Background: an optimization exercise with open tools, aiming at small area, a short achievable clock period and few clock cycles. Do not read the settings as production practice. In this exercise RTL edits were held to simulation tests only and were not proved equivalent to the original.

==> exp/harbor: inputs <==
==> flow/design.v <==
module prf_crc_word (
    input  wire [31:0] crc_in,
    input  wire [31:0] data,
    output reg  [31:0] crc_out
);
    localparam [31:0] POLY = 32'h04C11DB7;
    integer i;
    always @(*) begin
        crc_out = crc_in ^ data;
        for (i = 0; i < 32; i = i + 1) begin
            if (crc_out[31])
                crc_out = {crc_out[30:0], 1'b0} ^ POLY;
            else
                crc_out = {crc_out[30:0], 1'b0};
        end
    end
endmodule
module prf_telemetry_mux (
    input  wire         clk,
    input  wire         rst,
    input  wire [7:0]   tick,           
    input  wire         load_valid,     
    input  wire [2:0]   load_kind,
    input  wire [31:0]  load_value,
    input  wire         req_valid,
    output reg          req_ready,
    input  wire [7:0]   req_mask,
    input  wire [143:0] req_payload,    
    output reg          out_valid,
    input  wire         out_ready,
    output reg  [31:0]  out_data,
    output reg  [2:0]   out_nbytes,
    output reg          out_last
);
    function [3:0] f_size(input [2:0] k);
        case (k)
            3'd0: f_size = 4'd12;  3'd1: f_size = 4'd11;
            3'd2: f_size = 4'd14;  3'd3: f_size = 4'd13;
            3'd4: f_size = 4'd11;  3'd5: f_size = 4'd10;
            3'd6: f_size = 4'd10;  default: f_size = 4'd9;
        endcase
    endfunction
    function [7:0] f_kbit(input [2:0] k);
        case (k)
            3'd0: f_kbit = 8'd6;  3'd1: f_kbit = 8'd2;
            3'd2: f_kbit = 8'd5;  3'd3: f_kbit = 8'd1;
            3'd4: f_kbit = 8'd7;  3'd5: f_kbit = 8'd3;
            3'd6: f_kbit = 8'd4;  default: f_kbit = 8'd0;
        endcase
    endfunction
    function [1:0] f_nwl(input [2:0] k);    
        case (k)
            3'd2:    f_nwl = 2'd2;
            3'd7:    f_nwl = 2'd0;
            default: f_nwl = 2'd1;
        endcase
    endfunction
    function [31:0] f_init(input [2:0] k);
        case (k)
            3'd0: f_init = 32'hF9FFFFFF;  3'd1: f_init = 32'h9BF3A90F;
            3'd2: f_init = 32'h09B93D59;  3'd3: f_init = 32'h4AC9A203;
            3'd4: f_init = 32'h9BF6A90F;  3'd5: f_init = 32'h09B93B59;
            3'd6: f_init = 32'h09B93C59;  default: f_init = 32'h4E08BFB4;
        endcase
    endfunction
    function [2:0] f_first(input [7:0] m);
        casez (m)
            8'b???????1: f_first = 3'd0;
            8'b??????10: f_first = 3'd1;
            8'b?????100: f_first = 3'd2;
            8'b????1000: f_first = 3'd3;
            8'b???10000: f_first = 3'd4;
            8'b??100000: f_first = 3'd5;
            8'b?1000000: f_first = 3'd6;
            default:     f_first = 3'd7;
        endcase
    endfunction
    function [7:0] f_above(input [2:0] k);    
        f_above = 8'hFE << k;
    endfunction
    reg [31:0] cnt [0:7];
    integer k;
    always @(posedge clk) begin
        if (rst) begin
            for (k = 0; k < 8; k = k + 1) cnt[k] <= 32'd0;
        end else begin
            for (k = 0; k < 8; k = k + 1) begin
                if (load_valid && load_kind == k)
                    cnt[k] <= load_value;
                else if (tick[k])
                    cnt[k] <= cnt[k] + 32'd1;
            end
        end
    end
    reg [255:0] scnt;         
    reg [143:0] spay;
    reg [7:0]   smask;        
    wire [7:0] rmask = {req_mask[0], req_mask[4], req_mask[3], req_mask[7],
                        req_mask[1], req_mask[5], req_mask[2], req_mask[6]};
    reg        g_act;         
    reg        g_hold;        
    reg        g_tail;        
    reg [2:0]  gk;            
    reg [3:0]  gp;            
    reg        e_act;         
    reg [2:0]  ek;
    reg [1:0]  ew;
    reg [31:0] crc_s;
    reg        h_val;         
    reg [31:0] crc_h;
    wire [7:0]  ek1  = 8'd1 << ek;
    wire        ew0  = (ew == 2'd0);
    wire        ew1  = (ew == 2'd1);
    wire        ew2  = ew[1];
    wire [31:0] e_word =
          ({32{ek1[0] & ew0}} & {8'h00, scnt[7:0], scnt[15:8], scnt[23:16]})
        | ({32{ek1[0] & ew1}} & {scnt[31:24], spay[7:0], spay[15:8], spay[23:16]})
        | ({32{ek1[1] & ew0}} & {16'h0000, scnt[39:32], scnt[47:40]})
        | ({32{ek1[1] & ew1}} & {scnt[55:48], scnt[63:56], spay[31:24], spay[39:32]})
        | ({32{ek1[2] & ew0}} & {24'h000000, scnt[71:64]})
        | ({32{ek1[2] & ew1}} & {scnt[79:72], scnt[87:80], scnt[95:88], spay[47:40]})
        | ({32{ek1[2] & ew2}} & {spay[55:48], spay[63:56], spay[71:64], spay[79:72]})
        | ({32{ek1[3] & ew0}} & {scnt[103:96], scnt[111:104], scnt[119:112], scnt[127:120]})
        | ({32{ek1[3] & ew1}} & {spay[87:80], spay[95:88], spay[103:96], spay[111:104]})
        | ({32{ek1[4] & ew0}} & {16'h0000, scnt[135:128], scnt[143:136]})
        | ({32{ek1[4] & ew1}} & {scnt[151:144], scnt[159:152], spay[119:112], spay[127:120]})
        | ({32{ek1[5] & ew0}} & {24'h000000, scnt[167:160]})
        | ({32{ek1[5] & ew1}} & {scnt[175:168], scnt[183:176], scnt[191:184], spay[135:128]})
        | ({32{ek1[6] & ew0}} & {24'h000000, scnt[199:192]})
        | ({32{ek1[6] & ew1}} & {scnt[207:200], scnt[215:208], scnt[223:216], spay[143:136]})
        | ({32{ek1[7] & ew0}} & {scnt[231:224], scnt[239:232], scnt[247:240], scnt[255:248]});
    wire [31:0] e_base = (ew == 2'd0) ? f_init(ek) : crc_s;
    wire [31:0] crc_next;
    prf_crc_word u_crc (.crc_in(e_base), .data(e_word), .crc_out(crc_next));
    wire        e_wlast = (ew == f_nwl(ek));
    wire [7:0]  e_rest  = smask & f_above(ek);
    wire [3:0]  g_size  = f_size(gk);
    wire [3:0]  g_szm1  = g_size - 4'd1;
    wire [7:0]  g_rest  = smask & f_above(gk);
    wire        g_more  = |g_rest;
    wire [2:0]  nk      = f_first(g_rest);
    wire [4:0]  g_nxt   = {1'b0, gp} + 5'd4;
    wire        g_inrec = (g_nxt <= {1'b0, g_szm1});          
    wire        g_end   = !g_tail && (gp == g_szm1);          
    wire        g_last  = g_tail || g_hold || (g_end && !g_more);
    wire        g_prev  = (gp < 4'd3);                         
    wire        g_crcfin = g_prev || g_end;                    
    wire        g_crcany = g_prev || (!g_tail && (gp >= g_size - 4'd4));
    wire        g_ok    = !g_crcany || h_val;
    wire [7:0]  gk1     = 8'd1 << gk;
    wire [31:0] g_cnt   = ({32{gk1[0]}} & scnt[31:0])    | ({32{gk1[1]}} & scnt[63:32])
                        | ({32{gk1[2]}} & scnt[95:64])   | ({32{gk1[3]}} & scnt[127:96])
                        | ({32{gk1[4]}} & scnt[159:128]) | ({32{gk1[5]}} & scnt[191:160])
                        | ({32{gk1[6]}} & scnt[223:192]) | ({32{gk1[7]}} & scnt[255:224]);
    reg  [135:0] w;
    always @(*) begin
        w = 136'd0;
        w[63:0] = {g_cnt, f_kbit(gk), crc_h[31:8]};
        case (gk)
            3'd0: w[135:64] = {16'd0, crc_h, spay[23:0]};
            3'd1: w[135:64] = {24'd0, crc_h, spay[39:24]};
            3'd2: w[135:64] = {crc_h, spay[79:40]};
            3'd3: w[135:64] = {8'd0, crc_h, spay[111:80]};
            3'd4: w[135:64] = {24'd0, crc_h, spay[127:112]};
            3'd5: w[135:64] = {32'd0, crc_h, spay[135:128]};
            3'd6: w[135:64] = {32'd0, crc_h, spay[143:136]};
            default: w[135:64] = {40'd0, crc_h};
        endcase
    end
    wire [87:0] fs1 = gp[3] ? {24'd0, w[135:64]} : w[87:0];
    wire [55:0] fs2 = gp[2] ? fs1[87:32] : fs1[55:0];
    wire [39:0] fs3 = gp[1] ? fs2[55:16] : fs2[39:0];
    wire [31:0] g_data = gp[0] ? fs3[39:8] : fs3[31:0];
    wire [2:0]  g_nbytes = g_tail ? (3'd3 - gp[2:0]) : 3'd4;
    wire advance = !out_valid || out_ready;
    wire gadv    = advance && g_act && g_ok;       
    wire take    = req_valid && req_ready;
    wire h_rel   = gadv && g_crcfin;               
    wire e_done  = e_act && e_wlast && (!h_val || h_rel);
    wire e_step  = e_act && !e_wlast;
    wire [2:0] r_first = f_first(rmask);
    wire [2:0] s_first = f_first(smask);
    reg        g_act_n, g_hold_n, g_tail_n, e_act_n, h_val_n;
    reg [2:0]  gk_n, ek_n;
    reg [3:0]  gp_n;
    reg [1:0]  ew_n;
    reg [7:0]  smask_n;
    always @(*) begin
        g_act_n  = g_act;
        g_hold_n = g_hold;
        g_tail_n = g_tail;
        gk_n     = gk;
        gp_n     = gp;
        smask_n  = take ? rmask : smask;
        if (gadv) begin
            if (g_last) begin
                if (g_hold) begin
                    g_hold_n = 1'b0;
                    g_tail_n = (smask == 8'd0);
                    gk_n     = s_first;
                    gp_n     = 4'd3;
                end else if (take) begin
                    g_tail_n = (rmask == 8'd0);
                    gk_n     = r_first;
                    gp_n     = 4'd3;
                end else
                    g_act_n  = 1'b0;
            end else if (g_inrec)
                gp_n = g_nxt[3:0];
            else begin
                gp_n = g_nxt[3:0] - g_size;
                if (g_more)
                    gk_n = nk;
                else
                    g_tail_n = 1'b1;
            end
        end else if (take) begin
            if (g_act)
                g_hold_n = 1'b1;
            else begin
                g_act_n  = 1'b1;
                g_tail_n = (rmask == 8'd0);
                gk_n     = r_first;
                gp_n     = 4'd3;
            end
        end
        e_act_n = e_act;
        ek_n    = ek;
        ew_n    = ew;
        if (take) begin
            e_act_n = (rmask != 8'd0);
            ek_n    = r_first;
            ew_n    = 2'd0;
        end else if (e_done) begin
            e_act_n = |e_rest;
            ek_n    = f_first(e_rest);
            ew_n    = 2'd0;
        end else if (e_step)
            ew_n = ew + 2'd1;
        if (e_done)
            h_val_n = 1'b1;
        else if (h_rel)
            h_val_n = 1'b0;
        else
            h_val_n = h_val;
    end
    wire g_last1 = g_inrec ? ((g_nxt[3:0] == g_szm1) && !g_more) : !g_more;   
    wire e_end   = e_act && e_wlast && !(|e_rest);     
    wire e_busy  = e_act && !(e_end && (!h_val || h_rel));
    reg  rdy_n;
    always @(*) begin
        if (take)
            rdy_n = (rmask == 8'd0) && (!g_act || gadv);
        else if (g_hold)
            rdy_n = gadv && (smask == 8'd0);
        else if (!g_act)
            rdy_n = 1'b1;
        else if (gadv)
            rdy_n = g_last || (g_last1 && !e_busy);
        else
            rdy_n = g_last && !e_busy;
    end
    always @(posedge clk) begin
        if (req_ready) begin
            for (k = 0; k < 8; k = k + 1)
                scnt[32*k +: 32] <= cnt[k];
            spay <= req_payload;
        end
        smask <= smask_n;
        gk    <= gk_n;
        gp    <= gp_n;
        g_tail <= g_tail_n;
        ek    <= ek_n;
        ew    <= ew_n;
        if (e_step)
            crc_s <= crc_next;
        if (e_done)
            crc_h <= crc_next;
        if (advance) begin
            out_data   <= g_data;
            out_nbytes <= g_nbytes;
            out_last   <= g_last;
        end
    end
    always @(posedge clk) begin
        if (rst) begin
            g_act     <= 1'b0;
            g_hold    <= 1'b0;
            e_act     <= 1'b0;
            h_val     <= 1'b0;
            out_valid <= 1'b0;
            req_ready <= 1'b0;
        end else begin
            g_act     <= g_act_n;
            g_hold    <= g_hold_n;
            e_act     <= e_act_n;
            h_val     <= h_val_n;
            req_ready <= rdy_n;
            if (advance)
                out_valid <= g_act && g_ok;
        end
    end
endmodule
==> flow/run.sh <==
#!/bin/bash
# synth_recipe.tcl (not shown) runs the flow's synth.tcl, then flattens the netlist and writes it again
# the make line also repeats each setting of config.mk as NAME=value (left out here)
make -C /OpenROAD-flow-scripts/flow DESIGN_CONFIG=/design/flow/config.mk WORK_HOME=/design/flow/orfs CLKGATE_MAP_FILE= SYNTH_SCRIPT=/design/flow/synth_recipe.tcl finish
==> flow/config.mk <==
export PLATFORM = sky130hd
export DESIGN_NAME = prf_telemetry_mux
export DESIGN_NICKNAME = prf_telemetry_mux
export VERILOG_FILES = /design/flow/design.v
export SDC_FILE = /design/flow/constraint.sdc
export NUM_CORES = 4
export LEC_CHECK = 0
export CAP_MARGIN = 20
export CORE_MARGIN = 2
export CORE_UTILIZATION = 40
export SETUP_SLACK_MARGIN = 5
export SLEW_MARGIN = 20
==> flow/constraint.sdc <==
create_clock -name core_clock -period 10.0 [get_ports {clk}]
set_input_delay 2.0000 -clock core_clock [delete_from_list [all_inputs] [get_ports {clk}]]
set_output_delay 2.0000 -clock core_clock [all_outputs]
set_load 0.01 [all_outputs]
==> exp/maple (differences from exp/harbor) <==
--- a/flow/design.v
+++ b/flow/design.v
@@ -109,5 +109,10 @@
     reg        h_val;         
     reg [31:0] crc_h;
-    wire [7:0]  ek1  = 8'd1 << ek;
+    reg [7:0]  pm;            
+    reg        pv;            
+    wire [2:0]  pk   = f_first(pm);
+    wire [7:0]  pk1  = 8'd1 << pk;
+    wire        spec = req_ready && pv && (pk1[1] || pk1[2] || pk1[4] || pk1[5] || pk1[6]);
+    wire [7:0]  ek1  = e_act ? (8'd1 << ek) : 8'd0;
     wire        ew0  = (ew == 2'd0);
     wire        ew1  = (ew == 2'd1);
@@ -129,6 +134,11 @@
         | ({32{ek1[6] & ew0}} & {24'h000000, scnt[199:192]})
         | ({32{ek1[6] & ew1}} & {scnt[207:200], scnt[215:208], scnt[223:216], spay[143:136]})
-        | ({32{ek1[7] & ew0}} & {scnt[231:224], scnt[239:232], scnt[247:240], scnt[255:248]});
-    wire [31:0] e_base = (ew == 2'd0) ? f_init(ek) : crc_s;
+        | ({32{ek1[7] & ew0}} & {scnt[231:224], scnt[239:232], scnt[247:240], scnt[255:248]})
+        | ({32{spec & pk1[1]}} & {16'h0000, cnt[1][7:0], cnt[1][15:8]})
+        | ({32{spec & pk1[2]}} & {24'h000000, cnt[2][7:0]})
+        | ({32{spec & pk1[4]}} & {16'h0000, cnt[4][7:0], cnt[4][15:8]})
+        | ({32{spec & pk1[5]}} & {24'h000000, cnt[5][7:0]})
+        | ({32{spec & pk1[6]}} & {24'h000000, cnt[6][7:0]});
+    wire [31:0] e_base = spec ? f_init(pk) : (ew0 ? f_init(ek) : crc_s);
     wire [31:0] crc_next;
     prf_crc_word u_crc (.crc_in(e_base), .data(e_word), .crc_out(crc_next));
@@ -231,5 +241,5 @@
             e_act_n = (rmask != 8'd0);
             ek_n    = r_first;
-            ew_n    = 2'd0;
+            ew_n    = {1'b0, spec};
         end else if (e_done) begin
             e_act_n = |e_rest;
@@ -273,6 +283,8 @@
         ek    <= ek_n;
         ew    <= ew_n;
-        if (e_step)
+        if (e_step || (take && spec))
             crc_s <= crc_next;
+        pm <= rmask;
+        pv <= req_valid && !take && !rst;
         if (e_done)
             crc_h <= crc_next;
Settings changed: SYNTH_HIERARCHICAL from default to 1.
==> exp/tundra (differences from exp/harbor) <==
--- a/flow/design.v
+++ b/flow/design.v
@@ -109,5 +109,10 @@
     reg        h_val;         
     reg [31:0] crc_h;
-    wire [7:0]  ek1  = 8'd1 << ek;
+    reg [7:0]  pm;            
+    reg        pv;            
+    wire [2:0]  pk   = f_first(pm);
+    wire [7:0]  pk1  = 8'd1 << pk;
+    wire        spec = req_ready && pv && (pk1[1] || pk1[2] || pk1[4] || pk1[5] || pk1[6]);
+    wire [7:0]  ek1  = e_act ? (8'd1 << ek) : 8'd0;
     wire        ew0  = (ew == 2'd0);
     wire        ew1  = (ew == 2'd1);
@@ -129,6 +134,11 @@
         | ({32{ek1[6] & ew0}} & {24'h000000, scnt[199:192]})
         | ({32{ek1[6] & ew1}} & {scnt[207:200], scnt[215:208], scnt[223:216], spay[143:136]})
-        | ({32{ek1[7] & ew0}} & {scnt[231:224], scnt[239:232], scnt[247:240], scnt[255:248]});
-    wire [31:0] e_base = (ew == 2'd0) ? f_init(ek) : crc_s;
+        | ({32{ek1[7] & ew0}} & {scnt[231:224], scnt[239:232], scnt[247:240], scnt[255:248]})
+        | ({32{spec & pk1[1]}} & {16'h0000, cnt[1][7:0], cnt[1][15:8]})
+        | ({32{spec & pk1[2]}} & {24'h000000, cnt[2][7:0]})
+        | ({32{spec & pk1[4]}} & {16'h0000, cnt[4][7:0], cnt[4][15:8]})
+        | ({32{spec & pk1[5]}} & {24'h000000, cnt[5][7:0]})
+        | ({32{spec & pk1[6]}} & {24'h000000, cnt[6][7:0]});
+    wire [31:0] e_base = spec ? f_init(pk) : (ew0 ? f_init(ek) : crc_s);
     wire [31:0] crc_next;
     prf_crc_word u_crc (.crc_in(e_base), .data(e_word), .crc_out(crc_next));
@@ -231,5 +241,5 @@
             e_act_n = (rmask != 8'd0);
             ek_n    = r_first;
-            ew_n    = 2'd0;
+            ew_n    = {1'b0, spec};
         end else if (e_done) begin
             e_act_n = |e_rest;
@@ -273,6 +283,8 @@
         ek    <= ek_n;
         ew    <= ew_n;
-        if (e_step)
+        if (e_step || (take && spec))
             crc_s <= crc_next;
+        pm <= rmask;
+        pv <= req_valid && !take && !rst;
         if (e_done)
             crc_h <= crc_next;
Settings changed: CTS_CLUSTER_DIAMETER from default to 100, CTS_CLUSTER_SIZE from default to 30, SYNTH_HIERARCHICAL from default to 1.
==> comparison <==
exp/maple produced a clean layout. exp/harbor completed without violations. exp/tundra went through all stages and came out clean. Between exp/harbor and exp/maple, the lower global-route usage is in exp/harbor (gap 1.7 points). In exp/harbor the clock skew is higher than in exp/tundra, by 0.019 ns. The highest worst setup slack belongs to exp/harbor, the lowest to exp/maple. Against exp/harbor, the core utilization of exp/tundra is lower by 1.0 points.
Testbench counts of exp/harbor, summed over its fixed seeds: cycles 32,698.
Testbench counts of exp/maple, summed over its fixed seeds: cycles 31,956.
Testbench counts of exp/tundra, summed over its fixed seeds: cycles 31,956.

-- separate check: timing with driven ports --
Ports are ideal in the flow. The routed layouts listed here were re-timed in OpenROAD.
Step 1 sets driving cells, clkbuf_16 on the clock port and buf_2 on the other inputs (assumed; they add their load-dependent delay and slew).
Step 2, shift: input delay + t, output delay - t, t = (earliest + latest rising clock arrival at the registers) / 2. This alone moves slack from input paths to output paths.
Slacks: ideal ports / drivers / drivers and shift; pairs: ideal ports / drivers.
run | t (ns) | setup WS [ns] | hold slack, ns | clock arrival spread, ns | pins driven straight from the clock port
exp/harbor | 0.758 | 4.870 / 4.870 / 4.766 | 0.436 / 0.436 / 0.436 | 0.059 / 0.059 | 1
exp/maple | 0.768 | 4.778 / 4.778 / 4.778 | 0.458 / 0.458 / 0.458 | 0.048 / 0.048 | 1
exp/tundra | 0.736 | 4.849 / 4.849 / 4.849 | 0.459 / 0.459 / 0.459 | 0.046 / 0.046 | 1
After both steps setup and hold are still met in every run listed. The setup slack of exp/harbor, which loses most, moves by 0.000 ns with the drivers and by -0.104 ns with both steps.
